From an optimization exercise on the open Yosys and OpenROAD flow, aimed at small area, a short achievable clock period and few clock cycles; shortcuts taken in it are not production practice.
Function was checked by simulation only, so behaviour that the tests miss may differ from the original.
Power figures rest on the tool's default switching activity, not on a simulated workload.

<file path="design/flow/design.v">
module gfle_core #(
    parameter VLMAX      = 16,
    parameter IMEM_WORDS = 1024,
    parameter DMEM_BYTES = 4096
) (
    input             clk,
    input             rst,             
    input             start,           
    input      [15:0] start_pc,
    input             abort_req,           
    output     [1:0]  state,           
    output     [7:0]  cause,
    output     [15:0] fault_pc,
    output     [31:0] fault_instr,
    output     [15:0] pc,
    output            abort_pending,
    output            imem_re,
    output     [9:0]  imem_addr,
    input      [31:0] imem_rdata,
    output            dmem_re,
    output            dmem_we,
    output     [11:0] dmem_addr,
    output     [7:0]  dmem_wdata,
    input      [7:0]  dmem_rdata
);
    localparam ROW = 128;
    localparam LW  = 5;
    localparam [1:0] ST_IDLE = 2'd0, ST_RUN = 2'd1, ST_DONE = 2'd2, ST_FAULT = 2'd3;
    localparam [7:0] C_ILLEGAL = 8'h01, C_FETCH = 8'h02, C_DMEM = 8'h03, C_INDEX = 8'h04,
                     C_LENGTH  = 8'h05, C_CAP   = 8'h06, C_ZINV = 8'h07, C_DUPX  = 8'h08,
                     C_ABORT   = 8'h09;
    localparam [7:0] OP_HALT = 8'h01, OP_NOP = 8'h02, OP_JMP = 8'h03, OP_BEQ = 8'h04, OP_BNE = 8'h05,
                     OP_GADD = 8'h10, OP_GNEG = 8'h11, OP_GMUL = 8'h12, OP_GINV = 8'h13,
                     OP_PEVAL = 8'h20, OP_PADD = 8'h21, OP_PMUL = 8'h22, OP_PSCALE = 8'h23,
                     OP_LBASIS = 8'h30, OP_LINTERP = 8'h31,
                     OP_ELI = 8'h40, OP_EMOV = 8'h41, OP_EINC = 8'h42, OP_ELD = 8'h43, OP_EST = 8'h44,
                     OP_VLD = 8'h48, OP_VST = 8'h49, OP_VMOV = 8'h4A, OP_VLEN = 8'h4B,
                     OP_VGET = 8'h4C, OP_VSET = 8'h4D, OP_VCLR = 8'h4E;
    localparam [3:0] P0 = 4'd0, P_ELD = 4'd1, P_PMUL = 4'd2, P_BPROD = 4'd3, P_HORN = 4'd4,
                     P_SQ = 4'd5, P_LINV = 4'd6, P_WGT = 4'd7, P_SA = 4'd8, P_SB = 4'd9,
                     P_GLD = 4'd10, P_COMMIT = 4'd11;
    function [7:0] red15(input [14:0] p);
        reg [14:0] t;
        integer n;
        begin
            t = p;
            for (n = 14; n >= 8; n = n - 1)
                if (t[n]) t = t ^ (15'h011B << (n - 8));
            red15 = t[7:0];
        end
    endfunction
    function [7:0] gf_mul(input [7:0] a, input [7:0] b);
        reg [14:0] p;
        integer n;
        begin
            p = 15'h0;
            for (n = 0; n < 8; n = n + 1)
                if (b[n]) p = p ^ ({7'h0, a} << n);
            gf_mul = red15(p);
        end
    endfunction
    function [7:0] gf_sq(input [7:0] a);
        gf_sq = red15({a[7], 1'b0, a[6], 1'b0, a[5], 1'b0, a[4], 1'b0,
                       a[3], 1'b0, a[2], 1'b0, a[1], 1'b0, a[0]});
    endfunction
    function [7:0] gf_sqrt(input [7:0] a);
        gf_sqrt = gf_sq(gf_sq(gf_sq(gf_sq(gf_sq(gf_sq(gf_sq(a)))))));
    endfunction
    function legal(input [31:0] w);
        begin
            case (w[31:24])
                OP_GADD, OP_GMUL:               legal = (w & 32'h00000FFF) == 0;
                OP_GNEG, OP_GINV:               legal = (w & 32'h0000FFFF) == 0;
                OP_PEVAL:                       legal = (w & 32'h00080FFF) == 0;
                OP_PADD, OP_PMUL, OP_LINTERP:   legal = (w & 32'h00888FFF) == 0;
                OP_PSCALE, OP_LBASIS:           legal = (w & 32'h00880FFF) == 0;
                OP_ELI:                         legal = (w & 32'h000FFF00) == 0;
                OP_EMOV, OP_EINC:               legal = (w & 32'h0000FFFF) == 0;
                OP_ELD, OP_EST:                 legal = (w & 32'h000FF000) == 0;
                OP_VLD:                         legal = (w & 32'h00800000) == 0;
                OP_VST:                         legal = (w & 32'h008FF000) == 0;
                OP_VMOV:                        legal = (w & 32'h0088FFFF) == 0;
                OP_VLEN:                        legal = (w & 32'h0008FFFF) == 0;
                OP_VGET:                        legal = (w & 32'h00080FFF) == 0;
                OP_VSET:                        legal = (w & 32'h00800FFF) == 0;
                OP_VCLR:                        legal = (w & 32'h008FFF00) == 0;
                OP_HALT, OP_NOP:                legal = (w & 32'h00FFFFFF) == 0;
                OP_JMP:                         legal = (w & 32'h00FF0000) == 0;
                OP_BEQ, OP_BNE:                 legal = 1'b1;
                default:                        legal = 1'b0;
            endcase
        end
    endfunction
    reg  [1:0]        eng_state;
    reg  [7:0]        cause_r;
    reg  [15:0]       fault_pc_r;
    reg  [31:0]       fault_instr_r;
    reg  [15:0]       pc_r;
    reg               abort_pend;
    reg  [16*8-1:0]   efile;
    reg  [8*ROW-1:0]  vfile;
    reg  [8*LW-1:0]   vlen;
    reg  [9:0]        fpc;
    reg  [32:0]       q0, q1;          
    reg  [1:0]        qcnt;
    reg               inflight, inf_pred;
    reg  [31:0]       ir;
    reg               irv;             
    reg               ir_pred;         
    reg               btb_v;
    reg  [9:0]        btb_pc, btb_tgt;
    reg  [26:0]       dop;             
    reg               d_legal;
    reg  [3:0]        d_eaidx;
    reg  [2:0]        d_vaidx;
    reg  [3:0]        ph;
    reg  [4:0]        cnt;
    reg  [7:0]        bc;              
    reg  [7:0]        r0;              
    reg  [ROW-1:0]    MR, Q, W;
    reg               ae_busy;
    reg  [2:0]        ae_lvl, ae_L;
    reg  [3:0]        ae_dst;
    reg               dv_valid;        
    reg  [2:0]        dv_reg;
    reg  [3:0]        dv_idx;
    reg               me_busy, me_store;
    reg  [2:0]        me_reg;
    reg  [4:0]        me_cnt, me_len;
    reg               me_rdq;          
    reg               mp_v;            
    reg  [2:0]        mp_reg;
    reg  [4:0]        mp_len;
    reg  [11:0]       mp_addr;
    reg  [11:0]       me_addr;
    reg               dm_we_r;
    reg  [11:0]       dm_addr_r;
    reg  [7:0]        dm_wdata_r;
    wire [7:0]  op     = ir[31:24];
    wire [3:0]  fd     = ir[23:20];
    wire [3:0]  fa     = ir[19:16];
    wire [3:0]  fb     = ir[15:12];
    wire [7:0]  imm8   = ir[7:0];
    wire [7:0]  len8   = ir[19:12];
    wire [11:0] addr12 = ir[11:0];
    wire [15:0] off16  = ir[15:0];
    wire        running = (eng_state == ST_RUN);
    wire        ph0     = (ph == P0);
    function [26:0] decode(input [7:0] o);
        begin
            decode = 27'd0;
            case (o)
                OP_HALT:    decode[0]  = 1'b1;
                OP_JMP:     decode[1]  = 1'b1;
                OP_BEQ:     decode[2]  = 1'b1;
                OP_BNE:     decode[3]  = 1'b1;
                OP_GADD:    decode[4]  = 1'b1;
                OP_GNEG:    decode[5]  = 1'b1;
                OP_GMUL:    decode[6]  = 1'b1;
                OP_GINV:    decode[7]  = 1'b1;
                OP_PEVAL:   decode[8]  = 1'b1;
                OP_PADD:    decode[9]  = 1'b1;
                OP_PMUL:    decode[10] = 1'b1;
                OP_PSCALE:  decode[11] = 1'b1;
                OP_LBASIS:  decode[12] = 1'b1;
                OP_LINTERP: decode[13] = 1'b1;
                OP_ELI:     decode[14] = 1'b1;
                OP_EMOV:    decode[15] = 1'b1;
                OP_EINC:    decode[16] = 1'b1;
                OP_ELD:     decode[17] = 1'b1;
                OP_EST:     decode[18] = 1'b1;
                OP_VLD:     decode[19] = 1'b1;
                OP_VST:     decode[20] = 1'b1;
                OP_VMOV:    decode[21] = 1'b1;
                OP_VLEN:    decode[22] = 1'b1;
                OP_VGET:    decode[23] = 1'b1;
                OP_VSET:    decode[24] = 1'b1;
                OP_VCLR:    decode[25] = 1'b1;
                OP_NOP:     decode[26] = 1'b1;
                default:    ;
            endcase
        end
    endfunction
    wire o_halt = dop[0],  o_jmp  = dop[1],  o_beq  = dop[2],  o_bne   = dop[3];
    wire o_gadd = dop[4],  o_gneg = dop[5],  o_gmul = dop[6],  o_ginv  = dop[7];
    wire o_peval = dop[8], o_padd = dop[9],  o_pmul = dop[10], o_pscale = dop[11];
    wire o_lbas = dop[12], o_lint = dop[13], o_eli  = dop[14], o_emov  = dop[15];
    wire o_einc = dop[16], o_eld  = dop[17], o_est  = dop[18], o_vld   = dop[19];
    wire o_vst  = dop[20], o_vmov = dop[21], o_vlen = dop[22], o_vget  = dop[23];
    wire o_vset = dop[24], o_vclr = dop[25], o_nop  = dop[26];
    wire o_br   = o_jmp || o_beq || o_bne;
    wire [7:0]  e_a     = efile[d_eaidx*8 +: 8];
    wire [7:0]  e_b     = efile[fb*8 +: 8];
    wire [ROW-1:0]  VA     = vfile[d_vaidx*ROW +: ROW];
    wire [ROW-1:0]  VB     = vfile[fb[2:0]*ROW +: ROW];
    wire [LW-1:0]   la     = vlen[d_vaidx*LW +: LW];
    wire [LW-1:0]   lb     = vlen[fb[2:0]*LW +: LW];
    reg  [ROW-1:0]  VAm, VBm;
    integer p;
    always @(*) begin
        for (p = 0; p < 16; p = p + 1) begin
            VAm[p*8 +: 8] = (p < la) ? VA[p*8 +: 8] : 8'h00;
            VBm[p*8 +: 8] = (p < lb) ? VB[p*8 +: 8] : 8'h00;
        end
    end
    wire [15:0] pc1 = pc_r + 16'd1;
    wire [15:0] pc2 = pc_r + 16'd2;
    wire [15:0] tgt = pc_r + off16;
    wire        eq_ab    = (e_a == e_b);
    wire        br_taken = o_jmp || (o_beq && eq_ab) || (o_bne && !eq_ab);
    wire [2:0]  pev_l = (la > 8) ? 3'd4 : (la > 4) ? 3'd3 : (la > 2) ? 3'd2 : 3'd1;
    wire [4:0]  lam1    = la - 5'd1;
    wire [4:0]  cm1     = cnt - 5'd1;
    wire [3:0]  ela_idx = o_vget ? e_b[3:0] : (o_pmul && ph0) ? lam1[3:0] :
                          o_pmul ? cm1[3:0] : (cnt[3:0] + 4'd1);
    wire [7:0]  ela     = VA[ela_idx*8 +: 8];
    wire [3:0]  elm_idx = (ph == P_HORN) ? {cm1[2:0], 1'b1} : cm1[3:0];
    wire [7:0]  elm     = MR[elm_idx*8 +: 8];
    wire [7:0]  bce     = (ph0 && !ae_busy) ? e_b : bc;
    wire [12:0] vld_end  = {1'b0, addr12} + {5'b0, len8};
    wire [12:0] vst_end  = {1'b0, addr12} + {8'b0, la};
    wire [5:0]  pm_len   = {1'b0, la} + {1'b0, lb} - 6'd1;
    wire [4:0]  padd_len = (la > lb) ? la : lb;
    reg         flt;
    reg  [7:0]  flt_c;
    always @(*) begin
        flt = 1'b1;
        flt_c = C_ILLEGAL;
        if (abort_pend)                              flt_c = C_ABORT;
        else if (pc_r >= IMEM_WORDS)                 flt_c = C_FETCH;
        else if (!d_legal)                           flt_c = C_ILLEGAL;
        else if (o_ginv && e_a == 8'h00)             flt_c = C_ZINV;
        else if (o_pmul && la != 0 && lb != 0 && pm_len > VLMAX) flt_c = C_CAP;
        else if ((o_lbas || o_vget) && e_b >= {3'b0, la}) flt_c = C_INDEX;
        else if (o_lint && la != lb)                 flt_c = C_LENGTH;
        else if (o_vld && len8 > VLMAX)              flt_c = C_CAP;
        else if (o_vld && vld_end > DMEM_BYTES)      flt_c = C_DMEM;
        else if (o_vst && vst_end > DMEM_BYTES)      flt_c = C_DMEM;
        else if (o_vset && e_a >= {3'b0, la})        flt_c = C_INDEX;
        else if (o_vclr && imm8 > VLMAX)             flt_c = C_CAP;
        else flt = 1'b0;
    end
    wire stop_req = flt || o_halt;
    wire lane_op  = o_peval || o_pscale || o_pmul || o_lbas || o_lint || o_gmul || o_ginv;
    wire mem_op   = o_eld || o_est || o_vld || o_vst;
    wire wr_e0    = o_gadd || o_gneg || o_gmul || o_eli || o_emov || o_einc || o_vlen || o_vget;
    wire wr_v0    = o_padd || o_vmov || o_vclr || o_pscale || o_vset || o_pmul || o_lbas || o_vld;
    wire uses_ea  = o_beq || o_bne || o_gadd || o_gmul || o_gneg || o_emov || o_einc || o_ginv || o_vset;
    wire uses_eb  = o_beq || o_bne || o_gadd || o_gmul || o_peval || o_pscale || o_lbas || o_vget || o_vset;
    wire uses_ed  = o_gadd || o_gmul || o_gneg || o_emov || o_einc || o_ginv || o_peval || o_eli ||
                    o_eld || o_vlen || o_vget || o_est;
    wire uses_va  = o_peval || o_padd || o_pmul || o_pscale || o_lbas || o_lint || o_vmov || o_vlen || o_vget;
    wire uses_vb  = o_padd || o_pmul || o_lint;
    wire uses_vd  = o_padd || o_pmul || o_pscale || o_lbas || o_lint || o_vld || o_vst || o_vmov ||
                    o_vset || o_vclr;
    wire any_busy = ae_busy || me_busy;
    wire ae_last  = ae_busy && (ae_lvl == ae_L - 3'd1);
    wire me_load  = me_busy && !me_store;
    wire e_haz    = ae_busy && ((uses_ea && fa == ae_dst) || (uses_eb && fb == ae_dst) ||
                                (uses_ed && fd == ae_dst));
    wire defer    = o_vset && ae_busy && !ae_last && !dv_valid && !me_busy &&
                    fb == ae_dst && fa != ae_dst && !flt;
    wire vm_dv    = dv_valid && ((uses_va && fa[2:0] == dv_reg) || (uses_vb && fb[2:0] == dv_reg) ||
                                 (uses_vd && fd[2:0] == dv_reg));
    wire vm_me    = me_load && !o_lint &&
                    ((uses_va && fa[2:0] == me_reg) || (uses_vb && fb[2:0] == me_reg) ||
                     (uses_vd && fd[2:0] == me_reg) ||
                     (mp_v && ((uses_va && fa[2:0] == mp_reg) || (uses_vb && fb[2:0] == mp_reg) ||
                               (uses_vd && fd[2:0] == mp_reg))));
    wire lint_h   = o_lint && me_busy && (me_store || la == 0 ||
                    (fa[2:0] == me_reg && me_cnt < 5'd2) || (mp_v && fa[2:0] == mp_reg));
    wire vfwd     = o_vset && ae_last && !dv_valid && !me_load &&
                    fb == ae_dst && fa != ae_dst;
    wire vld_h    = o_vld && (ae_busy || (me_busy && me_store) || (me_busy && (mp_v || me_cnt == me_len)) || (!me_busy && dm_we_r));
    wire hold = (any_busy && stop_req) ||
                (e_haz && !defer && !vfwd) ||
                vm_dv || vm_me ||
                (((me_load) || (ae_last && dv_valid)) && wr_v0 && !o_vld) ||
                (ae_busy && lane_op) ||
                vld_h ||
                ((o_eld || o_est || o_vst) && (any_busy || (o_eld && dm_we_r))) ||
                (me_busy && (o_pmul || o_pscale || o_lbas || o_ginv)) ||
                lint_h;
    wire go0 = running && irv && ph0 && !hold;
    wire s0       = irv && ph0 && !ae_busy;
    wire m_pev0   = s0 && o_peval;
    wire m_pscale = s0 && o_pscale;
    wire m_gmul   = s0 && o_gmul;
    wire m_wload  = s0 && o_vst;
    wire g_pev0   = go0 && o_peval;
    wire g_pscale = go0 && o_pscale;
    wire g_wload  = go0 && o_vst;
    wire m_init   = go0 && (o_lbas || o_lint);
    wire m_pev    = ae_busy;
    wire m_prod   = (ph == P_BPROD) && !bp_wait;
    wire m_pmul   = (ph == P_PMUL);
    wire m_gld    = (ph == P_GLD);
    wire m_horn   = ((ph == P_HORN) && !hn_wait) || (ph == P_SB);
    wire m_copy   = ((ph == P_HORN) && !hn_wait && (cnt == 5'd0)) || m_gld;
    wire m_sq     = (ph == P_SQ);
    wire m_linv   = (ph == P_LINV);
    wire m_wgt    = (ph == P_WGT) && !me_busy;
    wire bp_wait  = me_load && me_reg == fa[2:0] && (cnt + 5'd3 > me_cnt);
    wire hn_wait  = me_load && me_reg == fa[2:0];
    wire m_sa     = (ph == P_SA);
    wire m_wshift = me_busy && me_store;
    wire pm_first = (cnt == lam1);
    wire sx_mr  = m_prod;
    wire sx_va  = m_pscale || m_horn || m_wload;
    wire sx_va2 = m_pev0;
    wire sx_mr2 = m_pev;
    wire sx_q   = m_linv || m_sa;
    wire sx_vb  = m_pmul || (m_wgt && o_lint);
    wire sx_one = m_sq;
    wire sx_bi  = m_wgt && o_lbas;
    wire sy_bc  = m_prod || m_pmul || m_pscale || m_pev0 || m_pev || m_gmul;
    wire sy_q   = m_horn;
    wire sy_w   = m_linv || m_sa || m_wgt || m_sq;
    wire sy_one = m_wload;
    reg  [ROW-1:0] prod, mr_nx, q_nx, w_nx;
    wire [ROW-1:0] MRsh = {MR[ROW-9:0], 8'h00};    
    reg  [7:0]     xt, lx, ly, lp, sbc;
    integer i;
    always @(*) begin
        xt  = 8'h00;
        sbc = gf_sq(bc);
        for (i = 0; i < 16; i = i + 1) begin
            lx = ({8{sx_mr}} & MR[i*8 +: 8]) |
                 ({8{sx_va}} & VAm[i*8 +: 8]) |
                 ({8{sx_q}}  & Q[i*8 +: 8]) |
                 ({8{sx_vb}} & VBm[i*8 +: 8]) |
                 {7'b0, sx_one || (sx_bi && e_b[3:0] == i)};
            if (i < 8)
                lx = lx | ({8{sx_va2}} & VAm[(2*i+1)*8 +: 8]) |
                          ({8{sx_mr2}} & MR[(2*i+1)*8 +: 8]);
            if (i == 0)
                lx = lx | ({8{m_gmul}} & e_a);
            ly = ({8{sy_bc}} & bce) |
                 ({8{sy_q}}  & Q[i*8 +: 8]) |
                 ({8{sy_w}}  & W[i*8 +: 8]) |
                 {7'b0, sy_one};
            lp = gf_mul(lx, ly);
            prod[i*8 +: 8] = lp;
            xt = xt ^ lp;
        end
        for (i = 0; i < 16; i = i + 1) begin
            lp = prod[i*8 +: 8];
            if (m_init)
                mr_nx[i*8 +: 8] = (i == 0) ? 8'h01 : 8'h00;
            else if (m_prod)
                mr_nx[i*8 +: 8] = MRsh[i*8 +: 8] ^ lp;
            else if (m_pmul)
                mr_nx[i*8 +: 8] = (pm_first ? 8'h00 : MRsh[i*8 +: 8]) ^ lp;
            else if (g_pev0)
                mr_nx[i*8 +: 8] = ((i < 8) ? VAm[(2*i)*8 +: 8] : 8'h00) ^ lp;
            else if (m_pev)
                mr_nx[i*8 +: 8] = ((i < 8) ? MR[(2*i)*8 +: 8] : 8'h00) ^ lp;
            else if (g_pscale)
                mr_nx[i*8 +: 8] = lp;
            else if ((ph == P_SB) && cnt[3:0] == i)
                mr_nx[i*8 +: 8] = r0;
            else
                mr_nx[i*8 +: 8] = MR[i*8 +: 8];
            if (m_init)
                q_nx[i*8 +: 8] = 8'h00;
            else if (m_horn || m_gld)
                q_nx[i*8 +: 8] = lp ^ bc;
            else if (m_wgt)
                q_nx[i*8 +: 8] = 8'h01;
            else
                q_nx[i*8 +: 8] = Q[i*8 +: 8];
            if (m_copy)
                w_nx[i*8 +: 8] = gf_sq(lp) ^ sbc;
            else if (m_linv || m_sq)
                w_nx[i*8 +: 8] = gf_sq(lp);
            else if (m_wgt || g_wload)
                w_nx[i*8 +: 8] = lp;
            else if (m_wshift)
                w_nx[i*8 +: 8] = (i < 15) ? W[(i+1)*8 +: 8] : 8'h00;
            else
                w_nx[i*8 +: 8] = W[i*8 +: 8];
        end
    end
    wire [7:0] ae_res  = MR[7:0] ^ gf_mul(MR[15:8], bc);
    wire [7:0] pev_res = VAm[7:0] ^ prod[7:0];
    reg dupx;
    always @(*) begin
        dupx = 1'b0;
        for (i = 0; i < 16; i = i + 1)
            if (Q[i*8 +: 8] == 8'h00 && (o_lbas ? (e_b[3:0] == i) : (i < la))) dupx = 1'b1;
    end
    wire fetch_ok = (qcnt == 2'd0) || (qcnt == 2'd1 && !inflight);
    wire btb_hit  = btb_v && (fpc == btb_pc);
    assign imem_re   = running && fetch_ok;
    assign imem_addr = fpc;
    wire        fg_rd   = irv && ph0 && (o_eld || o_vld) && !dm_we_r && !me_busy;
    assign dmem_re    = running && (fg_rd || me_rdq);
    assign dmem_we    = dm_we_r;
    assign dmem_addr  = dm_we_r ? dm_addr_r : me_busy ? me_addr : addr12;
    assign dmem_wdata = dm_wdata_r;
    assign state         = eng_state;
    assign cause         = cause_r;
    assign fault_pc      = fault_pc_r;
    assign fault_instr   = fault_instr_r;
    assign pc            = pc_r;
    assign abort_pending = abort_pend;
    reg             fin, stop, flush, take;
    reg  [9:0]      ftgt;
    reg  [32:0]     nxt;
    integer         r, k;
    reg             we_e;
    reg  [3:0]      e_widx;
    reg  [7:0]      e_wdata;
    reg             wv_en, wl_en, we_el;
    reg  [ROW-1:0]  wv_row;
    reg  [LW-1:0]   wl_val;
    reg  [2:0]      v_widx;
    reg  [3:0]      el_idx;
    reg  [7:0]      el_data;
    task stop_fault(input [7:0] c, input [31:0] w);
        begin
            eng_state     <= ST_FAULT;
            cause_r       <= c;
            fault_pc_r    <= pc_r;
            fault_instr_r <= w;
            abort_pend    <= 1'b0;
            stop           = 1'b1;
        end
    endtask
    task write_e(input [7:0] val);
        begin
            we_e    = 1'b1;
            e_wdata = val;
        end
    endtask
    task write_v(input [ROW-1:0] row, input [LW-1:0] n);
        begin
            wv_en  = 1'b1;
            wv_row = row;
            wl_en  = 1'b1;
            wl_val = n;
        end
    endtask
    always @(posedge clk) begin
        dm_we_r <= 1'b0;
        fin     = 1'b0;
        stop    = 1'b0;
        we_e    = 1'b0;
        e_widx  = fd;
        e_wdata = 8'h00;
        wv_en   = 1'b0;
        wv_row  = {ROW{1'b0}};
        wl_en   = 1'b0;
        wl_val  = 5'd0;
        v_widx  = fd[2:0];
        we_el   = 1'b0;
        el_idx  = 4'd0;
        el_data = 8'h00;
        if (rst) begin
            eng_state     <= ST_IDLE;
            cause_r       <= 8'h00;
            fault_pc_r    <= 16'h0000;
            fault_instr_r <= 32'h0;
            pc_r          <= 16'h0000;
            abort_pend    <= 1'b0;
            efile         <= {16*8{1'b0}};
            vlen          <= {8*LW{1'b0}};
            irv           <= 1'b0;
            qcnt          <= 2'd0;
            inflight      <= 1'b0;
            btb_v         <= 1'b0;
            ph            <= P0;
            ae_busy       <= 1'b0;
            dv_valid      <= 1'b0;
            me_busy       <= 1'b0;
            me_rdq        <= 1'b0;
            mp_v <= 1'b0;
        end else if (!running) begin
            irv      <= 1'b0;
            qcnt     <= 2'd0;
            inflight <= 1'b0;
            btb_v    <= 1'b0;
            fpc      <= start_pc[9:0];
            ph      <= P0;
            ae_busy <= 1'b0;
            dv_valid <= 1'b0;
            me_busy <= 1'b0;
            me_rdq  <= 1'b0;
            mp_v <= 1'b0;
            if (start) begin
                eng_state     <= ST_RUN;
                cause_r       <= 8'h00;
                fault_pc_r    <= 16'h0000;
                fault_instr_r <= 32'h0;
                abort_pend    <= 1'b0;
                pc_r          <= start_pc;
            end
        end else begin
            if (abort_req) abort_pend <= 1'b1;
            MR <= mr_nx;
            Q  <= q_nx;
            W  <= w_nx;
            if (ae_busy) begin
                bc <= sbc;
                if (ae_last) begin
                    ae_busy  <= 1'b0;
                    dv_valid <= 1'b0;
                end else begin
                    ae_lvl <= ae_lvl + 3'd1;
                end
            end
            if (me_busy) begin
                if (me_store) begin
                    dm_we_r    <= 1'b1;
                    dm_addr_r  <= me_addr;
                    dm_wdata_r <= W[7:0];
                    me_addr    <= me_addr + 12'd1;
                    me_cnt     <= me_cnt + 5'd1;
                    if (me_cnt == me_len - 5'd1) me_busy <= 1'b0;
                end else begin
                    if (me_rdq) me_addr <= me_addr + 12'd1;
                    me_cnt <= me_cnt + 5'd1;
                    me_rdq <= (me_cnt + 5'd1 < me_len);
                    if (me_cnt == me_len) begin
                        if (mp_v) begin
                            mp_v    <= 1'b0;
                            me_reg  <= mp_reg;
                            me_len  <= mp_len;
                            me_cnt  <= 5'd0;
                            me_rdq  <= 1'b1;
                            me_addr <= mp_addr;
                        end else begin
                            me_busy <= 1'b0;
                        end
                    end
                end
            end
            if (irv) begin
                case (ph)
                P0: if (!hold) begin
                    if (flt) begin
                        stop_fault(flt_c, (flt_c == C_ABORT || flt_c == C_FETCH) ? 32'h0 : ir);
                    end else begin
                        case (op)
                        OP_HALT: begin
                            pc_r       <= pc1;
                            eng_state  <= ST_DONE;
                            abort_pend <= 1'b0;
                            stop        = 1'b1;
                        end
                        OP_GADD: write_e(e_a ^ e_b);
                        OP_GNEG, OP_EMOV: write_e(e_a);
                        OP_GMUL: write_e(prod[7:0]);
                        OP_ELI:  write_e(imm8);
                        OP_EINC: write_e(e_a + 8'd1);
                        OP_VLEN: write_e({3'b0, la});
                        OP_VGET: write_e(ela);
                        OP_GINV: begin
                            bc <= e_a;
                            ph <= P_GLD;
                        end
                        OP_PEVAL: begin
                            bc <= gf_sq(e_b);
                            if (pev_l == 3'd1) begin
                                write_e(pev_res);
                            end else begin
                                ae_busy <= 1'b1;
                                ae_lvl  <= 3'd1;
                                ae_L    <= pev_l;
                                ae_dst  <= fd;
                            end
                        end
                        OP_PADD:   write_v(VAm ^ VBm, padd_len);
                        OP_VMOV:   write_v(VAm, la);
                        OP_VCLR:   write_v({ROW{1'b0}}, imm8[LW-1:0]);
                        OP_PSCALE: ph <= P_COMMIT;
                        OP_VSET: begin
                            if (defer) begin
                                dv_valid <= 1'b1;
                                dv_reg   <= fd[2:0];
                                dv_idx   <= e_a[3:0];
                            end else begin
                                we_el   = 1'b1;
                                el_idx  = e_a[3:0];
                                el_data = vfwd ? ae_res : e_b;
                            end
                        end
                        OP_PMUL: begin
                            if (la == 0 || lb == 0) begin
                                write_v({ROW{1'b0}}, 5'd0);
                            end else begin
                                bc     <= ela;
                                cnt    <= lam1;
                                ph     <= P_PMUL;
                            end
                        end
                        OP_LBASIS, OP_LINTERP: begin
                            if (la == 0) begin
                                write_v({ROW{1'b0}}, 5'd0);
                            end else begin
                                bc  <= VA[7:0];
                                cnt <= 5'd0;
                                ph  <= P_BPROD;
                            end
                        end
                        OP_ELD: begin
                            ph     <= P_ELD;
                        end
                        OP_EST: begin
                            dm_we_r    <= 1'b1;
                            dm_addr_r  <= addr12;
                            dm_wdata_r <= e_a;
                        end
                        OP_VLD: begin
                            wl_en  = 1'b1;
                            wl_val = len8[4:0];
                            if (len8 != 8'd0 && me_busy) begin
                                mp_v    <= 1'b1;
                                mp_reg  <= fd[2:0];
                                mp_len  <= len8[4:0];
                                mp_addr <= addr12;
                            end else if (len8 != 8'd0) begin
                                me_busy  <= 1'b1;
                                me_store <= 1'b0;
                                me_reg   <= fd[2:0];
                                me_len   <= len8[4:0];
                                me_cnt   <= 5'd1;
                                me_rdq   <= (len8 > 8'd1);
                                me_addr  <= addr12 + 12'd1;
                            end
                        end
                        OP_VST: begin
                            if (la != 5'd0) begin
                                me_busy  <= 1'b1;
                                me_store <= 1'b1;
                                me_len   <= la;
                                me_cnt   <= 5'd0;
                                me_addr  <= addr12;
                            end
                        end
                        default: ;
                        endcase
                        if (!stop && !(o_pmul && la != 0 && lb != 0) && !((o_lbas || o_lint) && la != 0) &&
                            !o_ginv && !o_eld && !o_pscale)
                            fin = 1'b1;
                    end
                end
                P_ELD: begin
                    write_e(dmem_rdata);
                    fin = 1'b1;
                end
                P_PMUL: begin
                    bc <= ela;
                    if (cnt == 5'd0) begin
                        ph <= P_COMMIT;
                    end else begin
                        cnt    <= cm1;
                    end
                end
                P_BPROD: if (!bp_wait) begin
                    bc <= ela;
                    if (cnt == lam1) begin
                        bc  <= 8'h00;
                        cnt <= {1'b0, lam1[4:1]} + 5'd1;
                        ph  <= P_HORN;
                    end else begin
                        cnt <= cnt + 5'd1;
                    end
                end
                P_HORN: if (!hn_wait) begin
                    bc <= gf_sqrt(elm);
                    if (cnt == 5'd0) begin
                        cnt <= 5'd0;
                        ph  <= P_LINV;
                    end else begin
                        cnt <= cm1;
                    end
                end
                P_LINV: begin
                    if (cnt == 5'd0 && dupx) begin
                        if (!me_busy) stop_fault(o_lint ? C_DUPX : C_ZINV, ir);
                    end else if (cnt == 5'd5) begin
                        cnt <= 5'd0;
                        ph  <= P_SQ;
                    end else begin
                        cnt <= cnt + 5'd1;
                    end
                end
                P_SQ: begin
                    if (o_ginv) begin
                        write_e(W[7:0]);
                        fin = 1'b1;
                    end else begin
                        cnt <= la;
                        ph  <= P_WGT;
                    end
                end
                P_WGT: begin
                    if (!me_busy) begin
                        bc     <= elm;
                        cnt    <= lam1;
                        ph     <= P_SA;
                    end
                end
                P_SA: begin
                    r0 <= xt;
                    if (cnt == 5'd0) begin
                        ph <= P_COMMIT;
                    end else begin
                        ph <= P_SB;
                    end
                end
                P_SB: begin
                    bc     <= elm;
                    cnt    <= cm1;
                    ph     <= P_SA;
                end
                P_COMMIT: begin
                    write_v((o_lint || o_lbas) ? {MR[ROW-1:8], r0} : MR, o_pmul ? pm_len[4:0] : la);
                    fin = 1'b1;
                end
                P_GLD: begin
                    cnt <= 5'd0;
                    ph  <= P_LINV;
                end
                default: ph <= P0;
                endcase
            end
            flush = 1'b0;
            ftgt  = pc1[9:0];
            if (fin && o_br && !stop) begin
                if (br_taken) begin
                    btb_v   <= 1'b1;
                    btb_pc  <= pc_r[9:0];
                    btb_tgt <= tgt[9:0];
                end
                flush = (br_taken != ir_pred);
                ftgt  = br_taken ? tgt[9:0] : pc1[9:0];
            end else if (fin && ir_pred) begin
                flush = 1'b1;
            end
            if (fin && !stop)
                pc_r <= (o_br && br_taken) ? tgt : pc1;
            if (stop || flush) begin
                irv      <= 1'b0;
                qcnt     <= 2'd0;
                inflight <= 1'b0;
                ph       <= P0;
                fpc      <= ftgt;
            end else begin
                if (fin) ph <= P0;
                take = (!irv || fin) && (qcnt != 2'd0 || inflight);
                if (!irv || fin) irv <= take;
                if (take) begin
                    nxt      = (qcnt != 2'd0) ? q0 : {inf_pred, imem_rdata};
                    ir       <= nxt[31:0];
                    ir_pred  <= nxt[32];
                    dop      <= decode(nxt[31:24]);
                    d_legal  <= legal(nxt[31:0]);
                    d_eaidx  <= (nxt[31:24] == OP_EST) ? nxt[23:20] : nxt[19:16];
                    d_vaidx  <= (nxt[31:24] == OP_VST || nxt[31:24] == OP_VSET) ? nxt[22:20] : nxt[18:16];
                end
                case (qcnt)
                    2'd0: if (inflight && !take) begin
                              q0 <= {inf_pred, imem_rdata};
                              qcnt <= 2'd1;
                          end
                    2'd1: if (take) begin
                              if (inflight) q0 <= {inf_pred, imem_rdata};
                              else qcnt <= 2'd0;
                          end else if (inflight) begin
                              q1 <= {inf_pred, imem_rdata};
                              qcnt <= 2'd2;
                          end
                    default: if (take) begin
                              q0 <= q1;
                              qcnt <= 2'd1;
                          end
                endcase
                inflight <= fetch_ok;
                if (fetch_ok) begin
                    inf_pred <= btb_hit;
                    fpc      <= btb_hit ? btb_tgt : fpc + 10'd1;
                end
            end
            if (ae_last) begin
                if (dv_valid) begin
                    we_el   = 1'b1;
                    v_widx  = dv_reg;
                    el_idx  = dv_idx;
                    el_data = ae_res;
                end
            end
            if (me_load && me_cnt != 5'd0) begin
                we_el   = 1'b1;
                v_widx  = me_reg;
                el_idx  = me_cnt[3:0] - 4'd1;
                el_data = dmem_rdata;
            end
            for (r = 0; r < 16; r = r + 1)
                if (ae_last && ae_dst == r)
                    efile[r*8 +: 8] <= ae_res;
                else if (we_e && e_widx == r)
                    efile[r*8 +: 8] <= e_wdata;
            if (wl_en)
                vlen[fd[2:0]*LW +: LW] <= wl_val;
            for (r = 0; r < 8; r = r + 1)
                for (k = 0; k < 16; k = k + 1)
                    if (v_widx == r && (wv_en || (we_el && el_idx == k)))
                        vfile[r*ROW + k*8 +: 8] <= we_el ? el_data : wv_row[k*8 +: 8];
        end
    end
endmodule
</file>
<file path="design/flow/run.sh">
#!/bin/bash
# synth_recipe.tcl (not shown) runs the flow's synth.tcl, then flattens the netlist and writes it again
# the make line also repeats each setting of config.mk as NAME=value (left out here)
make -C /OpenROAD-flow-scripts/flow DESIGN_CONFIG=/design/flow/config.mk WORK_HOME=/design/flow/orfs CLKGATE_MAP_FILE= SYNTH_SCRIPT=/design/flow/synth_recipe.tcl finish
</file>
<file path="design/flow/config.mk">
export PLATFORM = sky130hd
export DESIGN_NAME = gfle_core
export DESIGN_NICKNAME = gfle_core
export VERILOG_FILES = /design/flow/design.v
export SDC_FILE = /design/flow/constraint.sdc
export NUM_CORES = 4
export LEC_CHECK = 0
export ABC_CLOCK_PERIOD_IN_PS = 6000
export CAP_MARGIN = 20
export CELL_PAD_IN_SITES_DETAIL_PLACEMENT = 1
export CELL_PAD_IN_SITES_GLOBAL_PLACEMENT = 2
export CORE_MARGIN = 2
export CORE_UTILIZATION = 45
export PLACE_DENSITY = 0.6
export SETUP_SLACK_MARGIN = 3
export SLEW_MARGIN = 20
</file>
<file path="design/flow/constraint.sdc">
create_clock -name core_clock -period 10.0 [get_ports {clk}]
set_input_delay 2.0000 -clock core_clock [delete_from_list [all_inputs] [get_ports {clk}]]
set_output_delay 2.0000 -clock core_clock [all_outputs]
set_load 0.01 [all_outputs]
</file>
==> results_dict.tcl, run 1 <==
set metrics [dict create \
    status "failed layout checks" \
    violations "max-capacitance violations" \
    synthCells 14768 \
    r2r-start "ir[13]" \
    switching_share_pct 25.58 \
    cts_hold_buf 0 \
    critPathArrivalTime_ns 7.94 \
    route.detailed.drc 0 \
    coreArea_mm2 0.3217 \
    synth_cell_type_count 130 \
    relSlewSlack_pct 1.147 \
    ys.flop_type "edfxtp_1" \
    clock_sinks 1930 \
    post_route_cells_drive_above_1_share_pct 19.49 \
    grt_max_degree 104 \
    area_delta_synth_final_pct 16.02 \
    critPathMaxFanout 39 \
    firstDrtPassIters 13 \
    layout.nets 15202 \
    grt_use_total_pct 52.18 \
    ys.warnings.count 1 \
    synth_edf_count 1676 \
    cp-startpoint "ir[13]" \
    slew_violations 0 \
    seq_area_frac_synth_pct 38.01 \
    initialDrtViolationCount 27594 \
    maxCapViolCount 1 \
    place_area_mm2 0.1556 \
    totalWireLength_mm 917.1 \
    clock_skew_ns 0.1346 \
    place.gp.congestion 1.127 \
    largest_reg_flops 1024 \
    synth_area_mm2 0.1458 \
    cts_tree "yes" \
    max_freq_mhz 137.7 \
    async_flop_share_pct 0 \
    ios 168 \
    hold_path_class "register to register" \
    viasPerCell 7.591 \
    clockPowerShare_pct 48.1 \
    end_kind "register" \
    io_buffers 163 \
    synth_seq_cells 1930 \
    rsz0062_at_grt "yes" \
    cts_buffers 223 \
    dp_hpwl_mm 643.4 \
    min_from "fault_pc_r[0]" \
    grt_pass1_wl_mm 1191 \
    power.leakage_nw 52.74 \
    die-area_mm2 0.3285 \
    p_sw_w 0.004701 \
    final_area_mm2 0.1691 \
    die_x_um 573.2 \
    hold_viol_final 0 \
    setup_tns_ns 0 \
    cts_max_level 4 \
    p_int_w 0.01368 \
    pwr_density_cell_mw_per_mm2 108.7 \
    synth_area_per_cell_um2 9.871 \
    postRouteAntennaNets 0 \
    vias 149117 \
    crit_required_ns 10.68 \
    wl_per_cell_um 46.69 \
    clockBufferDepth 4 \
    combPwrFrac_pct 4.5 \
    clock_latency_ns 1.05 \
    final_common_cell "nand2_1" \
    clk_pin_slew_worst_paths_ns 0.07 \
    final_cell_mix "nand2_1 (1710), edfxtp_1 (1676), nor2_1 (1551), xnor2_1 (1203), buf_4 (921)" \
    worst_pin_slew_ns 1.442 \
    top_register "vfile" \
    gr-total-overflow 0 \
    rows 208 \
    clockRootBuffer "clkbuf_16" \
    grt_pass1_vias 137120 \
    stdcell_count 19644 \
    seqPwrFrac_pct 47.4 \
    startpoint_type "register" \
    initial_core_util_pct 45.32 \
    finalSetupViolCount 0 \
    peakVddDrop_uv 208.4 \
    period_share_pct 72.62 \
    critPathKind "register to register" \
    antenna_found_initial 110 \
    min_period_ns 7.262 \
    dp_cells 18925 \
    die_h_um 573.2 \
]
worst max-delay path, stage by stage (launching register included):
cell      delay [ns]
edfxtp_1        0.47
buf_4           0.27
buf_16          0.31
buf_6           0.45
mux4_2          0.42
mux2i_2         0.61
a311oi_1        0.16
a31oi_4         0.64
nand2_2         0.30
nor3_1          0.25
a31oi_1         0.10
xnor2_2         0.34
xnor3_1         0.48
xnor3_2         0.62
buf_4           0.34
xor2_4          0.38
xnor2_1         0.14
xnor2_1         0.39
xnor2_1         0.16
power by group through the flow:
stage / clock (W) / sequential (W) / combinational (W)
final: 0.00884 / 0.00870 / 0.000833
after global routing: 0.00895 / 0.00870 / 0.000844
after CTS: 0.00860 / 0.00871 / 0.000780
after detailed placement: 0 / 0.00888 / 0.000764
after global placement: 0 / 0.00888 / 0.000744
after floorplan: 0 / 0.00886 / 0.000411
final timing paths:
path / endpoint / slack (ns) / cells past startpoint
min: fault_pc_r[0] / 0.49 / 2
max reg2reg: r0[4] / 2.74 / 18
min reg2reg: fault_pc_r[0] / 0.49 / 2
max: r0[4] / 2.74 / 18
cells by family (layout without fill, tap and decap cells):
family	after synthesis	in the layout	synth area share [%]
simple gates	4589	4590	13.60
compound gates	3610	3611	16.62
xor+xnor	2062	2062	13.89
flops	1930	1930	38.01
buf+inv	1363	1821	4.205
mux	1118	1118	12.84
fa+ha+maj	95	95	0.8360
other cells	1	112	0.002573
synthesized netlist by cell type (137+ instances only):
cell type  count  area share, %
xnor2_1     1257            7.6
edfxtp_1    1676             35
clkbuf_1     776            2.0
nand2_1     1732            4.5
inv_1        173           0.45
o211ai_1     186           0.96
nor2_1      1672            4.3
mux4_2       561            8.7
xor2_1       618            3.7
o21ai_0      761            2.6
a211oi_1     414            2.1
buf_2        172           0.59
nor3_1       237           0.81
mux2i_1      397            2.7
a21oi_1      807            2.8
nand3_1      277           0.95
dfxtp_1      254            3.5
a22oi_1      316            1.6
mux2_2       137            1.1
metal layers:
metal | vias up | track usage, % | share of wire (%)
li1 | 55431 | - | -
met3 | 3903 | 27.88 | 18
met2 | 14868 | 68.76 | 38
met4 | 80 | 32.67 | 8.5
met5 | - | 1.379 | 0.21
met1 | 74835 | 65.84 | 35
layout make-up:
cell class | instances | area (um2)
fill | 34529 | 152500
inverter | 185 | 713.2
multi-input combinational | 11480 | 88940
antenna | 108 | 270.3
timing repair buffer | 1227 | 11080
tap | 4305 | 5386
clock buffer | 274 | 5833
clock inverter | 135 | 1479
sequential | 1930 | 55420
stage by stage:
step | hold WS, ns | total power (W) | utilization [%] | setup slack, ns
2_1_floorplan | 0.4394 | 0.009275 | - | 2.056
3_3_place_gp | 0.4653 | 0.009622 | 48.32 | 1.160
3_5_place_dp | 0.4732 | 0.009644 | 48.38 | 1.450
4_1_cts | 0.4914 | 0.01809 | 51.52 | 2.857
5_1_grt | 0.5098 | 0.01850 | 52.51 | 2.816
6_report | 0.4872 | 0.01838 | 52.58 | 2.738
repair_timing:
action,in CTS,in global routing
pin swaps,39,75
endpoints found under the setup margin,3259,2999
buffers inserted,76,110
gates resized for setup,490,343
gates cloned,3,7
Testbench counts, summed over its fixed seeds: cycles 22,941.
==> inputs of run 2 (changes only) <==
--- a/design/flow/design.v
+++ b/design/flow/design.v
@@ -38,5 +38,5 @@
                      OP_VGET = 8'h4C, OP_VSET = 8'h4D, OP_VCLR = 8'h4E;
-    localparam [3:0] P0 = 4'd0, P_ELD = 4'd1, P_PMUL = 4'd2, P_BPROD = 4'd3, P_HORN = 4'd4,
-                     P_SQ = 4'd5, P_LINV = 4'd6, P_WGT = 4'd7, P_SA = 4'd8, P_SB = 4'd9,
-                     P_GLD = 4'd10, P_COMMIT = 4'd11;
+    localparam integer P0 = 0, P_ELD = 1, P_PMUL = 2, P_BPROD = 3, P_HORN = 4,
+                       P_SQ = 5, P_LINV = 6, P_WGT = 7, P_SA = 8, P_SB = 9,
+                       P_GLD = 10, P_COMMIT = 11;
     function [7:0] red15(input [14:0] p);
@@ -115,3 +115,3 @@
     reg  [2:0]        d_vaidx;
-    reg  [3:0]        ph;
+    reg  [11:0]       ph;
     reg  [4:0]        cnt;
@@ -147,3 +147,3 @@
     wire        running = (eng_state == ST_RUN);
-    wire        ph0     = (ph == P0);
+    wire        ph0     = ph[P0];
     function [26:0] decode(input [7:0] o);
@@ -216,3 +216,3 @@
     wire [7:0]  ela     = VA[ela_idx*8 +: 8];
-    wire [3:0]  elm_idx = (ph == P_HORN) ? {cm1[2:0], 1'b1} : cm1[3:0];
+    wire [3:0]  elm_idx = ph[P_HORN] ? {cm1[2:0], 1'b1} : cm1[3:0];
     wire [7:0]  elm     = MR[elm_idx*8 +: 8];
@@ -260,3 +260,3 @@
                                 (uses_ed && fd == ae_dst));
-    wire defer    = o_vset && ae_busy && !ae_last && !dv_valid && !me_busy &&
+    wire defer    = o_vset && ae_busy && !ae_last && !dv_valid && !me_load &&
                     fb == ae_dst && fa != ae_dst && !flt;
@@ -294,13 +294,13 @@
     wire m_pev    = ae_busy;
-    wire m_prod   = (ph == P_BPROD) && !bp_wait;
-    wire m_pmul   = (ph == P_PMUL);
-    wire m_gld    = (ph == P_GLD);
-    wire m_horn   = ((ph == P_HORN) && !hn_wait) || (ph == P_SB);
-    wire m_copy   = ((ph == P_HORN) && !hn_wait && (cnt == 5'd0)) || m_gld;
-    wire m_sq     = (ph == P_SQ);
-    wire m_linv   = (ph == P_LINV);
-    wire m_wgt    = (ph == P_WGT) && !me_busy;
+    wire m_prod   = ph[P_BPROD] && !bp_wait;
+    wire m_pmul   = ph[P_PMUL];
+    wire m_gld    = ph[P_GLD];
+    wire m_horn   = (ph[P_HORN] && !hn_wait) || ph[P_SB];
+    wire m_copy   = (ph[P_HORN] && !hn_wait && (cnt == 5'd0)) || m_gld;
+    wire m_sq     = ph[P_SQ];
+    wire m_linv   = ph[P_LINV];
+    wire m_wgt    = ph[P_WGT] && !me_busy;
     wire bp_wait  = me_load && me_reg == fa[2:0] && (cnt + 5'd3 > me_cnt);
     wire hn_wait  = me_load && me_reg == fa[2:0];
-    wire m_sa     = (ph == P_SA);
+    wire m_sa     = ph[P_SA];
     wire m_wshift = me_busy && me_store;
@@ -359,3 +359,3 @@
                 mr_nx[i*8 +: 8] = lp;
-            else if ((ph == P_SB) && cnt[3:0] == i)
+            else if (ph[P_SB] && cnt[3:0] == i)
                 mr_nx[i*8 +: 8] = r0;
@@ -471,3 +471,3 @@
             btb_v         <= 1'b0;
-            ph            <= P0;
+            ph            <= 12'd1 << P0;
             ae_busy       <= 1'b0;
@@ -481,5 +481,4 @@
             inflight <= 1'b0;
-            btb_v    <= 1'b0;
             fpc      <= start_pc[9:0];
-            ph      <= P0;
+            ph      <= 12'd1 << P0;
             ae_busy <= 1'b0;
@@ -538,4 +537,4 @@
             if (irv) begin
-                case (ph)
-                P0: if (!hold) begin
+                case (1'b1)
+                ph[P0]: if (!hold) begin
                     if (flt) begin
@@ -559,3 +558,3 @@
                             bc <= e_a;
-                            ph <= P_GLD;
+                            ph <= 12'd1 << P_GLD;
                         end
@@ -575,3 +574,3 @@
                         OP_VCLR:   write_v({ROW{1'b0}}, imm8[LW-1:0]);
-                        OP_PSCALE: ph <= P_COMMIT;
+                        OP_PSCALE: ph <= 12'd1 << P_COMMIT;
                         OP_VSET: begin
@@ -593,3 +592,3 @@
                                 cnt    <= lam1;
-                                ph     <= P_PMUL;
+                                ph     <= 12'd1 << P_PMUL;
                             end
@@ -602,3 +601,3 @@
                                 cnt <= 5'd0;
-                                ph  <= P_BPROD;
+                                ph  <= 12'd1 << P_BPROD;
                             end
@@ -606,3 +605,3 @@
                         OP_ELD: begin
-                            ph     <= P_ELD;
+                            ph     <= 12'd1 << P_ELD;
                         end
@@ -647,3 +646,3 @@
                 end
-                P_ELD: begin
+                ph[P_ELD]: begin
                     write_e(dmem_rdata);
@@ -651,6 +650,6 @@
                 end
-                P_PMUL: begin
+                ph[P_PMUL]: begin
                     bc <= ela;
                     if (cnt == 5'd0) begin
-                        ph <= P_COMMIT;
+                        ph <= 12'd1 << P_COMMIT;
                     end else begin
@@ -659,3 +658,3 @@
                 end
-                P_BPROD: if (!bp_wait) begin
+                ph[P_BPROD]: if (!bp_wait) begin
                     bc <= ela;
@@ -664,3 +663,3 @@
                         cnt <= {1'b0, lam1[4:1]} + 5'd1;
-                        ph  <= P_HORN;
+                        ph  <= 12'd1 << P_HORN;
                     end else begin
@@ -669,3 +668,3 @@
                 end
-                P_HORN: if (!hn_wait) begin
+                ph[P_HORN]: if (!hn_wait) begin
                     bc <= gf_sqrt(elm);
@@ -673,3 +672,3 @@
                         cnt <= 5'd0;
-                        ph  <= P_LINV;
+                        ph  <= 12'd1 << P_LINV;
                     end else begin
@@ -678,3 +677,3 @@
                 end
-                P_LINV: begin
+                ph[P_LINV]: begin
                     if (cnt == 5'd0 && dupx) begin
@@ -683,3 +682,3 @@
                         cnt <= 5'd0;
-                        ph  <= P_SQ;
+                        ph  <= 12'd1 << P_SQ;
                     end else begin
@@ -688,3 +687,3 @@
                 end
-                P_SQ: begin
+                ph[P_SQ]: begin
                     if (o_ginv) begin
@@ -694,6 +693,6 @@
                         cnt <= la;
-                        ph  <= P_WGT;
+                        ph  <= 12'd1 << P_WGT;
                     end
                 end
-                P_WGT: begin
+                ph[P_WGT]: begin
                     if (!me_busy) begin
@@ -701,19 +700,19 @@
                         cnt    <= lam1;
-                        ph     <= P_SA;
+                        ph     <= 12'd1 << P_SA;
                     end
                 end
-                P_SA: begin
+                ph[P_SA]: begin
                     r0 <= xt;
                     if (cnt == 5'd0) begin
-                        ph <= P_COMMIT;
+                        ph <= 12'd1 << P_COMMIT;
                     end else begin
-                        ph <= P_SB;
+                        ph <= 12'd1 << P_SB;
                     end
                 end
-                P_SB: begin
+                ph[P_SB]: begin
                     bc     <= elm;
                     cnt    <= cm1;
-                    ph     <= P_SA;
+                    ph     <= 12'd1 << P_SA;
                 end
-                P_COMMIT: begin
+                ph[P_COMMIT]: begin
                     write_v((o_lint || o_lbas) ? {MR[ROW-1:8], r0} : MR, o_pmul ? pm_len[4:0] : la);
@@ -721,7 +720,7 @@
                 end
-                P_GLD: begin
+                ph[P_GLD]: begin
                     cnt <= 5'd0;
-                    ph  <= P_LINV;
+                    ph  <= 12'd1 << P_LINV;
                 end
-                default: ph <= P0;
+                default: ;
                 endcase
@@ -736,3 +735,3 @@
                 end
-                flush = (br_taken != ir_pred);
+                flush = (br_taken != ir_pred) || (br_taken && tgt[9:0] != btb_tgt);
                 ftgt  = br_taken ? tgt[9:0] : pc1[9:0];
@@ -747,6 +746,6 @@
                 inflight <= 1'b0;
-                ph       <= P0;
+                ph       <= 12'd1 << P0;
                 fpc      <= ftgt;
             end else begin
-                if (fin) ph <= P0;
+                if (fin) ph <= 12'd1 << P0;
                 take = (!irv || fin) && (qcnt != 2'd0 || inflight);
--- a/design/flow/config.mk
+++ b/design/flow/config.mk
@@ -7,3 +7,3 @@
 export LEC_CHECK = 0
-export ABC_CLOCK_PERIOD_IN_PS = 6000
+export ABC_CLOCK_PERIOD_IN_PS = 5000
 export CAP_MARGIN = 20
@@ -14,3 +14,3 @@
 export PLACE_DENSITY = 0.6
-export SETUP_SLACK_MARGIN = 3
+export SETUP_SLACK_MARGIN = 4
 export SLEW_MARGIN = 20
==> run 2 against run 1 <==
  * The flow now stops in global routing
  * Area after synthesis rose by 0.76%
  * Synthesized cell count unchanged
==> results_dict.tcl, run 2 <==
set metrics [dict create \
    clockBufferDepth 4 \
    place.gp.congestion 1.090 \
    yosysTopAreaCellShare_pct 34.26 \
    async_flop_share_pct 0 \
    cts_buffers 222 \
    synth_compound_area_share_pct 16.34 \
    initial_core_util_pct 45.26 \
    rows 209 \
    clock_sinks 1938 \
    synth_most_common_cell "nand2_1" \
    gr-total-overflow 154 \
    cts_max_level 4 \
    synth_top_family_by_area "compound AO/OA/AOI/OAI gates" \
    io_buffers 163 \
    synth_area_per_cell_um2 9.946 \
    ios 168 \
    die_h_um 575.3 \
    yosys-top-cells-area "edfxtp_1 (34%), mux4_2 (9.2%), xnor2_1 (7.3%)" \
    synthAdderAreaFrac_pct 0.8433 \
    error "[ERROR GRT-0232] Routing congestion too high. Check the congestion heatmap in the GUI." \
    synthSimpleGateAreaFrac_pct 13.42 \
    status "did not finish" \
    grt_use_total_pct 74.33 \
    synth_top_cell_by_area "edfxtp_1" \
    synth_area_mm2 0.1469 \
    ys.warnings.count 1 \
    synth_common_cells "nand2_1 (1679), edfxtp_1 (1676), nor2_1 (1625)" \
    synthCells 14768 \
    synthXorXnorAreaFrac_pct 13.80 \
    synth_edf_count 1676 \
    seq_area_frac_synth_pct 37.84 \
    cts_hold_buf 0 \
    ys.flop_type "edfxtp_1" \
    grt_max_degree 138 \
    synth_seq_cells 1938 \
    stop_stage "global routing" \
    synth_cell_type_count 136 \
    die_x_um 575.3 \
    dp_hpwl_mm 674.7 \
    clockRootBuffer "clkbuf_16" \
    yosys-mux-area-fraction_pct 13.45 \
]
## run 2: worst min path at each step
stage                            from                 to  slack (ns)  depth (start not counted)
floorplan                    inf_pred             q1[32]        0.44                          0
global placement    fault_instr_r[19]  fault_instr_r[19]        0.44                          2
detailed placement   fault_instr_r[7]   fault_instr_r[7]        0.45                          2
CTS                  fault_instr_r[7]   fault_instr_r[7]        0.46                          2
## run 2: kinds of logic after synthesis
logic type	Yosys count
AND/OR/NAND/NOR	4553
adder cells (fa/ha/maj)	97
other	1
multiplexers	1185
AO/OA/AOI/OAI	3598
flip-flops	1938
buffers and inverters	1382
XOR/XNOR	2014
## run 2: what timing repair did
item                                     CTS
gates cloned                              82
hold endpoints to repair                   0
setup buffers                           1074
resized for setup                       2657
endpoints found under the setup margin  3359
pin swaps                                739
## run 2: metrics by stage
stage | hold slack, ns | total power [W] | instances | area [um2] | setup WS, ns
4_1_cts | 0.4598 | 0.01856 | 20413 | 188900 | 3.503
3_5_place_dp | 0.4485 | 0.009764 | 18846 | 156000 | 0.7708
3_3_place_gp | 0.4398 | 0.009736 | 18839 | 155800 | 0.8267
2_1_floorplan | 0.4398 | 0.009347 | 14771 | 147100 | 2.886
## run 2: routing by layer
metal	GRT usage, %	overflow
met2	87.85	53
met5	31.36	2
met1	78.50	18
met4	68.10	61
met3	59.74	20
## run 2: power by group through the flow
stage | Combinational [W] | Sequential, W | Clock, W
3_3_place_gp | 0.000827 | 0.00891 | 0
3_5_place_dp | 0.000853 | 0.00891 | 0
4_1_cts | 0.000949 | 0.00873 | 0.00888
2_1_floorplan | 0.000447 | 0.00890 | 0
Testbench counts of run 2, summed over its fixed seeds: cycles 22,141.
==> inputs of run 3 (changes only) <==
--- a/design/flow/design.v
+++ b/design/flow/design.v
@@ -118,3 +118,3 @@
     reg  [7:0]        bc;              
-    reg  [7:0]        r0;              
+    reg  [7:0]        r0, r1;          
     reg  [ROW-1:0]    MR, Q, W;
@@ -321,3 +321,3 @@
     wire [ROW-1:0] MRsh = {MR[ROW-9:0], 8'h00};    
-    reg  [7:0]     xt, lx, ly, lp, sbc;
+    reg  [7:0]     xt, xt1, lx, ly, lp, sbc;
     integer i;
@@ -325,2 +325,3 @@
         xt  = 8'h00;
+        xt1 = 8'h00;
         sbc = gf_sq(bc);
@@ -343,3 +344,4 @@
             prod[i*8 +: 8] = lp;
-            xt = xt ^ lp;
+            if (i < 8) xt = xt ^ lp;
+            else       xt1 = xt1 ^ lp;
         end
@@ -360,3 +362,3 @@
             else if (ph[P_SB] && cnt[3:0] == i)
-                mr_nx[i*8 +: 8] = r0;
+                mr_nx[i*8 +: 8] = r0 ^ r1;
             else
@@ -705,2 +707,3 @@
                     r0 <= xt;
+                    r1 <= xt1;
                     if (cnt == 5'd0) begin
@@ -717,3 +720,3 @@
                 ph[P_COMMIT]: begin
-                    write_v((o_lint || o_lbas) ? {MR[ROW-1:8], r0} : MR, o_pmul ? pm_len[4:0] : la);
+                    write_v((o_lint || o_lbas) ? {MR[ROW-1:8], r0 ^ r1} : MR, o_pmul ? pm_len[4:0] : la);
                     fin = 1'b1;
--- a/design/flow/config.mk
+++ b/design/flow/config.mk
@@ -12,5 +12,5 @@
 export CORE_MARGIN = 2
-export CORE_UTILIZATION = 45
-export PLACE_DENSITY = 0.6
-export SETUP_SLACK_MARGIN = 4
+export CORE_UTILIZATION = 35
+export PLACE_DENSITY = 0.5
+export SETUP_SLACK_MARGIN = 3
 export SLEW_MARGIN = 20
==> run 3 against run 2 <==
  * Now clean on timing, DRC and antenna
  * Synthesized cell count is 0.85% higher
  * Area after synthesis is 0.78% higher
==> results_dict.tcl, run 3 <==
set metrics [dict create \
    status "finished clean" \
    vias 140813 \
    yosys-top-cells-area "edfxtp_1 (34%), mux4_2 (8.6%), xnor2_1 (7.6%)" \
    clock_latency_ns 1.02 \
    clockBufferDepth 4 \
    synth_cell_type_count 143 \
    seq_area_mm2 0.05583 \
    seqPwrFrac_pct 47.3 \
    postRouteAntennaNets 0 \
    min_period_ns 7.160 \
    die_h_um 654.3 \
    route.detailed.drc 0 \
    grt_pass1_vias 133515 \
    wl_per_cell_um 44.49 \
    cts_buffers 232 \
    hold_viol_final 0 \
    critPathMaxFanout 33 \
    final_common_cell "nand2_1" \
    slew_violations 0 \
    die_x_um 654.3 \
    synth_seq_cells 1946 \
    final_cell_mix "nand2_1 (2064), edfxtp_1 (1684), xnor2_1 (1233), nor2_1 (1167), buf_4 (822)" \
    crit_required_ns 10.82 \
    async_flop_share_pct 0 \
    cts_tree "yes" \
    critPathArrivalTime_ns 7.98 \
    top_register "vfile" \
    pwr_density_cell_mw_per_mm2 107.9 \
    synthCells 14894 \
    synth_top_cell_by_area "edfxtp_1" \
    place.gp.congestion 1.039 \
    cts_hold_buf 0 \
    area_delta_synth_final_pct 16.27 \
    antenna_found_initial 105 \
    combPwrFrac_pct 5.3 \
    relSlewSlack_pct 9.739 \
    viasPerCell 6.720 \
    grt_max_degree 155 \
    clock_skew_ns 0.08847 \
    synth_area_per_cell_um2 9.938 \
    power.leakage_nw 53.75 \
    peakVddDrop_uv 154.5 \
    layout.nets 15221 \
    synth_edf_count 1684 \
    firstDrtPassIters 6 \
    coreArea_mm2 0.4208 \
    ios 168 \
    startpoint_type "register" \
    gr-total-overflow 0 \
    p_int_w 0.01388 \
    critPathKind "register to register" \
    initialDrtViolationCount 21892 \
    switching_share_pct 25.19 \
    ys.warnings.count 1 \
    ys.flop_type "edfxtp_1" \
    num-fill-cells 45828 \
    dp_hpwl_mm 700.8 \
    max_freq_mhz 139.7 \
    grt_pass1_wl_mm 1226 \
    clk_pin_slew_worst_paths_ns 0.06 \
    cts_max_level 4 \
    largest_reg_flops 1024 \
    synth_common_cells "nand2_1 (2078), edfxtp_1 (1684), nor2_1 (1335)" \
    p_sw_w 0.004676 \
    synth_area_mm2 0.1480 \
    yosysTopAreaCellShare_pct 34.16 \
    worst_pin_slew_ns 1.344 \
    maxCapViolCount 0 \
    end_kind "register" \
    clockRootBuffer "clkbuf_16" \
    seq_area_frac_synth_pct 37.71 \
    hold_path_class "register to register" \
    setup_tns_ns 0 \
    io_buffers 163 \
    synth_most_common_cell "nand2_1" \
    period_share_pct 71.60 \
    initial_core_util_pct 35.18 \
    power.total_w 0.01856 \
    totalWireLength_mm 932.3 \
    grt_use_total_pct 41.90 \
    multi_input_area_mm2 0.09048 \
    finalSetupViolCount 0 \
    post_route_cells_drive_above_1_share_pct 20.08 \
    clockPowerShare_pct 47.4 \
    clock_sinks 1946 \
    rows 238 \
    rsz0062_at_grt "yes" \
    die-area_mm2 0.4281 \
]
-- run 3: cell count changes after synthesis, sizes merged, moves of 33 or more --
cell	change
o211ai	+85
a221o	-33
nand2	+400
a32oi	+35
mux2	-78
a222oi	-39
nor2	-293
o21ai	+45
a221oi	-54
a22oi	+90
a211oi	-81
a211o	+35
xnor2	+64
-- run 3: final cells by class --
type                       instances  share of cell area [%]
clock inverter                   155                  0.8702
antenna                           53                 0.07706
clock buffer                     274                   3.513
timing repair buffer            1130                   6.050
inverter                         161                  0.3730
multi-input combinational      11595                   52.58
sequential                      1946                   32.44
tap                             5640                   4.100
-- run 3: final timing paths --
| kind | slack [ns] | cells past startpoint | end | start |
|---|---|---|---|---|
| max | 2.84 | 24 | efile[30] | d_vaidx[2] |
| min | 0.45 | 2 | fault_instr_r[6] | fault_instr_r[6] |
| max reg2reg | 2.84 | 24 | efile[30] | d_vaidx[2] |
| min reg2reg | 0.45 | 2 | fault_instr_r[6] | fault_instr_r[6] |
-- run 3: critical path, stage by stage, from the launching register on --
cell and delay [ns]:
edfxtp_1 0.33, buf_4 0.30, mux4_2 0.39, mux2i_4 0.32
buf_4 0.23, buf_4 0.22, buf_4 0.24, ha_1 0.37
mux2i_1 0.18, mux2i_4 0.33, nor2_1 0.15, a21oi_4 0.46
buf_6 0.35, nand2_1 0.10, and3_1 0.22, a311oi_2 0.41
a311oi_1 0.28, a31o_2 0.50, a221oi_1 0.44, o311ai_1 0.20
a21oi_2 0.17, buf_4 0.39, nand2_1 0.10, o211ai_1 0.12
a21oi_1 0.11
-- run 3: stage by stage --
stage / cell area, um2 / worst slack (ns) / util, % / cells / hold WS [ns]
finish: 172100 / 2.840 / 40.90 / 20954 / 0.4531
detailed placement: 158200 / 0.6826 / 37.60 / 20260 / 0.4492
global placement: 158000 / 0.7094 / 37.55 / 20252 / 0.4400
floorplan: 148300 / 2.323 / - / 14897 / 0.4244
global route: 172000 / 2.796 / 40.87 / 20902 / 0.4771
CTS: 168600 / 2.847 / 40.08 / 20775 / 0.4582
-- run 3: kinds of logic after synthesis --
family                     share of synthesized area (%)
AOI/OAI and AO/OA                                  16.49
xor gates and xnor gates                           14.13
adders and majority gates                         0.8368
buffers and inverters                              4.638
DFF                                                37.71
muxes                                              12.67
other                                           0.002533
and+or+nand+nor                                    13.52
-- run 3: power by group through the flow --
stage                     Clock, W  Sequential [W]  Combinational (W)
after floorplan                  0         0.00893           0.000444
final                      0.00880         0.00878           0.000986
after global routing       0.00911         0.00878            0.00100
after global placement           0         0.00895           0.000894
after CTS                  0.00886         0.00878           0.000938
after detailed placement         0         0.00895           0.000921
-- run 3: timing repair --
item                                    4_1_cts  5_1_grt
buffers inserted                             80      111
cloned                                        6        8
resized for setup                           482      406
endpoints found under the setup margin     3315     2838
pin swaps                                    33       75
-- run 3: per-layer routing --
layer | up-vias | part of all wire, % | track usage, %
met5 | - | 0.028 | 0
met4 | 38 | 6.0 | 20.56
met3 | 1856 | 13 | 15.01
met2 | 9446 | 39 | 56.45
met1 | 73830 | 41 | 58.64
li1 | 55643 | - | -
Testbench counts of run 3, summed over its fixed seeds: cycles 22,141.
==> inputs of run 4 (changes only) <==
--- a/design/flow/config.mk
+++ b/design/flow/config.mk
@@ -14,3 +14,3 @@
 export PLACE_DENSITY = 0.5
-export SETUP_SLACK_MARGIN = 3
+export SETUP_SLACK_MARGIN = 3.5
 export SLEW_MARGIN = 20
==> run 4 against run 3 <==
  * Combinational power is essentially flat
  * Total power is 0.29% higher
  * Sequential power barely moved
  * Die area did not move
  * Global-route usage rose by 0.79 points
  * Synthesized cell count stayed put
  * Critical endpoint is now dop[9]
==> results_dict.tcl, run 4 <==
set metrics [dict create \
    min_period_ns 6.723 \
    grt_pass1_wl_mm 1248 \
    wl_per_cell_um 44.73 \
    maxCapViolCount 0 \
    peakVddDrop_uv 154.8 \
    cp-startpoint "d_vaidx[0]" \
    largest_reg_flops 1024 \
    gr-total-overflow 0 \
    relSlewSlack_pct 5.517 \
    die_h_um 654.3 \
    hold_path_class "register to register" \
    post-route-util_pct 42.52 \
    die_x_um 654.3 \
    critPathSlowestCell "a21oi_4" \
    holdWs_ns 0.4540 \
    clockBufferDepth 4 \
    top_register "vfile" \
    initial_core_util_pct 35.18 \
    route.detailed.drc 0 \
    vias 143347 \
    ios 168 \
    dp_hpwl_mm 700.8 \
    io_buffers 163 \
    clock_latency_ns 1.04 \
    final_cell_mix "nand2_1 (2056), edfxtp_1 (1684), xnor2_1 (1187), nor2_1 (1157), buf_4 (980)" \
    hold_viol_final 0 \
    yosysTopAreaCellShare_pct 34.16 \
    critPathMaxFanout 27 \
    grt_use_total_pct 42.68 \
    grt_pass1_vias 135579 \
    synth_area_per_cell_um2 9.938 \
    cts_max_level 4 \
    place_ws_ns 0.6826 \
    critical_path.cell_chain "buf_4 > buf_16 > mux4_2 > nand3b_1 > nand2_1 > a21oi_4 > buf_4 > nor2_1 > o211a_1 > nor4_2 > nand4_1 > buf_6 > nand3b_1 > o22ai_2 > nand2_1 > o21ai_4 > nand2b_4 > nor3_4 > buf_4 > buf_12" \
    place.gp.congestion 1.039 \
    synth_top_cell_by_area "edfxtp_1" \
    async_flop_share_pct 0 \
    setup_tns_ns 0 \
    die-area_mm2 0.4281 \
    viasPerCell 6.744 \
    fin_ws_ns 3.277 \
    timing.critical_path.mode_cell "buf_4" \
    synth_edf_count 1684 \
    coreArea_mm2 0.4208 \
    clockRootBuffer "clkbuf_16" \
    synth_cell_type_count 143 \
    period_share_pct 67.23 \
    synth_most_common_cell "nand2_1" \
    end_kind "register" \
    totalWireLength_mm 950.6 \
    clock_sinks 1946 \
    grt_max_degree 155 \
    startpoint_type "register" \
    power.leakage_nw 56.80 \
    critPathArrivalTime_ns 7.36 \
    rsz0062_at_grt "yes" \
    worst_pin_slew_ns 1.407 \
    slew_violations 0 \
    yosys-top-cells-area "edfxtp_1 (34%), mux4_2 (8.6%), xnor2_1 (7.6%)" \
    synth_seq_cells 1946 \
    status "finished clean" \
    r2r-start "d_vaidx[0]" \
    clk_pin_slew_worst_paths_ns 0.06 \
    cts_tree "yes" \
    cts_buffers 232 \
    layout.nets 15539 \
    synthCells 14894 \
    crit_required_ns 10.64 \
    final_common_cell "nand2_1" \
    ys.warnings.count 1 \
    critPathKind "register to register" \
]
run 4: cell counts after synthesis:
No cell type changed its count.
run 4: what timing repair did:
item | in CTS | in global routing
buffers inserted | 309 | 185
endpoints found under the setup margin | 3354 | 3174
gates cloned | 18 | 14
pin swaps | 166 | 134
resized for setup | 1128 | 371
hold buffers | 0 | 0
run 4: stage by stage:
step                instance area, um2  instances  power (W)
global route                    178800      21221    0.01893
finish                          178900      21255    0.01861
global placement                158000      20252   0.009846
detailed placement              158200      20260   0.009873
floorplan                       148300      14897   0.009379
CTS                             174500      21016    0.01859
run 4: routing by layer:
| metal | up-vias | GRT usage [%] | routed length [um] | part of all wire (%) |
|---|---|---|---|---|
| met3 | 2195 | 15.46 | 125900 | 13 |
| li1 | 56214 | - | - | - |
| met2 | 9930 | 57.68 | 371800 | 39 |
| met1 | 74960 | 59.13 | 389900 | 41 |
| met4 | 48 | 21.89 | 62440 | 6.6 |
| met5 | - | 0 | 551 | 0.058 |
run 4: kinds of logic (layout without fill, tap and decap cells):
logic type                 Yosys count  count (layout)  share of synthesized area, %
buffers and inverters             1364            2038                         4.638
muxes                             1079            1079                         12.67
and+or+nand+nor                   4647            4648                         13.52
DFF                               1946            1946                         37.71
other                                1              40                      0.002533
AOI/OAI and AO/OA                 3670            3677                         16.49
xor gates and xnor gates          2090            2090                         14.13
adders and majority gates           97              97                        0.8368
run 4: cell type report:
type | instances | area [um2]
diodes | 36 | 90.09
inverters | 161 | 673.1
fillers | 45520 | 241900
flip-flops and latches | 1946 | 55830
clock buffers | 274 | 6046
multi-input cells | 11595 | 93070
clock inverters | 155 | 1498
repair buffers | 1448 | 14640
well taps | 5640 | 7057
run 4: final timing paths:
path	to	slack, ns	depth (start not counted)
worst min-delay path	fault_instr_r[6]	0.45	2
worst max register to register	dop[9]	3.28	20
worst max-delay path	dop[9]	3.28	20
worst min register to register	fault_instr_r[6]	0.45	2
run 4: critical path, delay by kind of cell, from the launching register on:
| family | cells | cell delay (ns) |
|---|---|---|
| AND/OR/NAND/NOR | 9 | 2.22 |
| AO/OA/AOI/OAI | 4 | 1.60 |
| buffers and inverters | 6 | 1.48 |
| multiplexers | 1 | 0.58 |
| flip-flops | 1 | 0.44 |
run 4: power breakdown:
part	total [W]	internal, W	switching (W)
Clock	0.00882	0.00487	0.00396
Combinational	0.00101	0.000301	0.000712
Sequential	0.00878	0.00873	0.0000481
Total	0.0186	0.0139	0.00472
